Context: an optimization exercise on an open-source flow, tuned for small area, a short achievable clock period and few clock cycles. The choices shown serve that exercise and are no tape-out recipe.
At most, simulation tests tie the RTL to the original design; equivalence was not proved.
No activity file was given, so power comes from the tool's default toggle rates.

== PW ==
// lcb_effect_player
module lcb_effect_player (
    input  wire        clk,
    input  wire        rst,             
    input  wire        ev_valid,
    output wire        ev_ready,
    input  wire [1:0]  ev_op,           
    input  wire [7:0]  ev_kind,         
    input  wire [23:0] ev_on,           
    input  wire [23:0] ev_off,          
    input  wire [31:0] ev_t0,
    input  wire [31:0] ev_t1,
    input  wire [31:0] ev_hold,
    input  wire [31:0] ev_repeat,
    input  wire [31:0] ev_delay,
    output wire        resp_valid,
    output wire [7:0]  resp_status,
    output wire [2:0]  resp_phase,      
    output wire [1:0]  resp_kind,
    output wire [31:0] resp_remaining,
    output wire [31:0] resp_elapsed,
    output wire        resp_armed,
    output wire [31:0] resp_count,
    output wire        sink_valid,
    output wire [23:0] sink_color       
);
Size in the first run: about 390 flip-flops, ~360 I/O pins.
clock: 12.0 ns
lec_check: 0
cap_margin: 20
core_margin: 2
core_utilization: 40
place_density: 0.6
slew_margin: 20
standard.sh (not shown) runs the stock make flow with config.mk's settings and CLKGATE_MAP_FILE= SYNTH_SCRIPT=/design/flow/synth_recipe.tcl, a recipe that flattens the netlist after the stock synthesis.
==> flow/flow/run.sh <==
#!/bin/bash
# The standard layout (the standard.sh: standard synthesis, ORFS floorplan to final) with
# these changes to how it is made:
#  - timing repair aims for SETUP_SLACK_MARGIN ns of setup slack rather than 0, so the
#    resizer keeps shortening paths below the clock period;
#  - the port buffers that buffer_ports inserts on every input and output are buf_1 cells;
#  - clock tree synthesis builds the tree from clkbuf_8 cells, in clusters of up to 15 registers, and adds no dummy loads.
# The SDC, the clock period and every other setting are the standard flow's. ORFS's output goes to
# flow.log.
set -euo pipefail
bash standard.sh SETUP_SLACK_MARGIN=${MARGIN:-8.0} \
    BUFFER_PORTS_ARGS="-buffer_cell sky130_fd_sc_hd__buf_1" \
    CTS_ARGS="-sink_clustering_enable -repair_clock_nets -dont_use_dummy_load -buf_list sky130_fd_sc_hd__clkbuf_8 -sink_clustering_size 15 -sink_clustering_max_diameter 60" \
    finish > flow.log 2>&1
Testbench counts of PW, summed over its fixed seeds: cycles 48,260.
Modified inputs, MS compared to PW
diff --git a/flow/flow/run.sh b/flow/flow/run.sh
--- a/flow/flow/run.sh
+++ b/flow/flow/run.sh
@@ -10,3 +10,3 @@
 set -euo pipefail
-bash standard.sh SETUP_SLACK_MARGIN=${MARGIN:-8.0} \
+bash standard.sh SETUP_SLACK_MARGIN=${MARGIN:-8.25} \
     BUFFER_PORTS_ARGS="-buffer_cell sky130_fd_sc_hd__buf_1" \
Row area used by sequential logic in the layout: MS higher / PW lower
MS vs. PW: final worst hold slack went down by 0.025 ns.
HPWL after detailed placement of MS falls short of that of PW slightly.
The final instance area number comes out higher for MS vs PW.


== run 1 ==
Another version of the RTL of lcb_effect_player (not shown whole).
Size: about 2,600 cells after synthesis, about 390 flip-flops, roughly 360 I/O pins, about 23,000 um2 of cells after synthesis.
==> flow/design.v (excerpt) <==
module lcb_effect_player (
    input  wire        clk,
    input  wire        rst,             
    input  wire        ev_valid,
    output wire        ev_ready,
    input  wire [1:0]  ev_op,           
    input  wire [7:0]  ev_kind,         
    input  wire [23:0] ev_on,           
    input  wire [23:0] ev_off,          
    input  wire [31:0] ev_t0,
    input  wire [31:0] ev_t1,
    input  wire [31:0] ev_hold,
    input  wire [31:0] ev_repeat,
    input  wire [31:0] ev_delay,
    output wire        resp_valid,
    output wire [7:0]  resp_status,
    output wire [2:0]  resp_phase,      
    output wire [1:0]  resp_kind,
    output wire [31:0] resp_remaining,
    output wire [31:0] resp_elapsed,
    output wire        resp_armed,
    output wire [31:0] resp_count,
    output wire        sink_valid,
    output wire [23:0] sink_color       
);
==> flow/config.mk <==
export PLATFORM = sky130hd
export DESIGN_NAME = lcb_effect_player
export DESIGN_NICKNAME = lcb_effect_player
export VERILOG_FILES = /design/flow/design.v
export SDC_FILE = /design/flow/constraint.sdc
export NUM_CORES = 4
export LEC_CHECK = 0
export CAP_MARGIN = 20
export CORE_MARGIN = 2
export CORE_UTILIZATION = 40
export PLACE_DENSITY = 0.6
export SLEW_MARGIN = 20
==> flow/constraint.sdc <==
create_clock -name core_clock -period 12.0 [get_ports {clk}]
set_input_delay 2.4000 -clock core_clock [delete_from_list [all_inputs] [get_ports {clk}]]
set_output_delay 2.4000 -clock core_clock [all_outputs]
set_load 0.01 [all_outputs]
==> flow/flow/run.sh <==
#!/bin/bash
# The standard layout (the standard.sh: standard synthesis, ORFS floorplan to final) with
# these changes to how it is made:
#  - timing repair aims for SETUP_SLACK_MARGIN ns of setup slack rather than 0, so the
#    resizer keeps shortening paths below the clock period;
#  - the port buffers that buffer_ports inserts on every input and output are buf_1 cells;
#  - clock tree synthesis builds the tree from clkbuf_8 cells, in clusters of up to 15 registers, and adds no dummy loads.
# The SDC, the clock period and every other setting are the standard flow's. ORFS's output goes to
# flow.log.
set -euo pipefail
bash standard.sh SETUP_SLACK_MARGIN=${MARGIN:-8.0} \
    BUFFER_PORTS_ARGS="-buffer_cell sky130_fd_sc_hd__buf_1" \
    CTS_ARGS="-sink_clustering_enable -repair_clock_nets -dont_use_dummy_load -buf_list sky130_fd_sc_hd__clkbuf_8 -sink_clustering_size 15 -sink_clustering_max_diameter 60" \
    finish > flow.log 2>&1
Run 1: PASS, flow complete, no timing, DRC or antenna violations
Edits applied to the flow inputs when going from run 1 to run 2:
==> flow/flow/run.sh <==
#!/bin/bash
# The standard layout (the standard.sh: standard synthesis, ORFS floorplan to final) with
# these changes to how it is made:
#  - timing repair aims for SETUP_SLACK_MARGIN ns of setup slack rather than 0, so the
#    resizer keeps shortening paths below the clock period;
#  - the port buffers that buffer_ports inserts on every input and output are buf_1 cells;
#  - clock tree synthesis builds the tree from clkbuf_8 cells and adds no dummy loads.
# The SDC, the clock period and every other setting are the standard flow's. ORFS's output goes to
# flow.log.
set -euo pipefail
bash standard.sh SETUP_SLACK_MARGIN=${MARGIN:-7.5} \
    BUFFER_PORTS_ARGS="-buffer_cell sky130_fd_sc_hd__buf_1" \
    CTS_ARGS="-sink_clustering_enable -repair_clock_nets -dont_use_dummy_load -buf_list sky130_fd_sc_hd__clkbuf_8" \
    finish > flow.log 2>&1
### Flow results
- Clock skew: run 2 higher than run 1
- Between run 1 and run 2, the number of multi-input logic gates figures differ only marginally.
- Taking run 1 as the reference, in run 2 worst path setup slack after routing shows a reduction of 0.13 ns, final layout net count shows a reduction of 49.
- Parity-gate share of the synthesized area counting xor and xnor cells delta (run 2 -> run 1): insignificant
- Compared with run 1, run 2 degrades register-to-register slack.
- Normalized max-slew margin: run 1 and run 2 compared, lower one is run 2
- Run 2: wire length reported by the detailed router 4.8% below run 1
- The final layout from run 2, which completed every stage, passed the timing, DRC and antenna checks at the end of the flow.
Inputs modified between run 2 and run 3:
diff --git a/flow/flow/run.sh b/flow/flow/run.sh
--- a/flow/flow/run.sh
+++ b/flow/flow/run.sh
@@ -10,3 +10,3 @@
 set -euo pipefail
-bash standard.sh SETUP_SLACK_MARGIN=${MARGIN:-7.5} \
+bash standard.sh SETUP_SLACK_MARGIN=${MARGIN:-8.0} \
     BUFFER_PORTS_ARGS="-buffer_cell sky130_fd_sc_hd__buf_1" \
Results
Relative to run 2, the data required time at the worst endpoint of run 3 is lower by 0.04 ns. Going from run 2 to run 3, post-CTS clock slew at the launch and capture registers of the worst setup and hold paths shows no meaningful change, worst-case setup slack after placement shows an increase of 0.82 ns, area taken by flip-flops and latches shows no meaningful change, internal power of the cells shows an increase of 0.00011 W. Fraction of area in registers came out lower on run 3 than on run 2. Taking run 2 as the reference point, the critical path depth of run 3 rises by 6. For run 3, the critical path's slowest cell was sky130_fd_sc_hd__dfxtp_4, unlike run 2, where it was sky130_fd_sc_hd__or4_4. The combinational cell fraction of total power reported for run 3 is greater than that of run 2 by 2.9 points. Between run 3 and run 2, the number of fillers in the final layout is higher for run 2. On period utilization, the lower figure sits with run 3, not run 2.
No run of this note included a check of the RTL's function; only the layout flow was run.

==> re-timing with driven ports <==
The results above use ideal ports. As a check the final layouts listed here were re-extracted and re-timed, cells and wires unchanged. Step 1, drivers: a clkbuf_16 drives clk and a buf_2 each remaining input, both assumed. Step 2 times the ports against the registers' clock, not the clock port: input delays grow and output delays shrink by t, the midpoint of the rising clock arrivals with the driver on. Slacks: ideal / step 1 / step 2; pairs: ideal / step 1.
run	t (ns)	setup WS [ns]	worst slew at a driven data input, ns
PW	0.694	7.912 / 7.945 / 7.251	0.05
MS	0.696	8.159 / 8.140 / 7.458	0.06
run 1	0.673	7.592 / 7.592 / 6.968	0.08
run 2	0.680	7.466 / 7.506 / 6.825	0.06
run 3	0.697	7.613 / 7.613 / 7.007	0.07
After both steps setup and hold are still met in every run listed. For MS, which loses most, drivers alone change the setup slack by -0.019 ns; drivers and shift together by -0.701 ns.
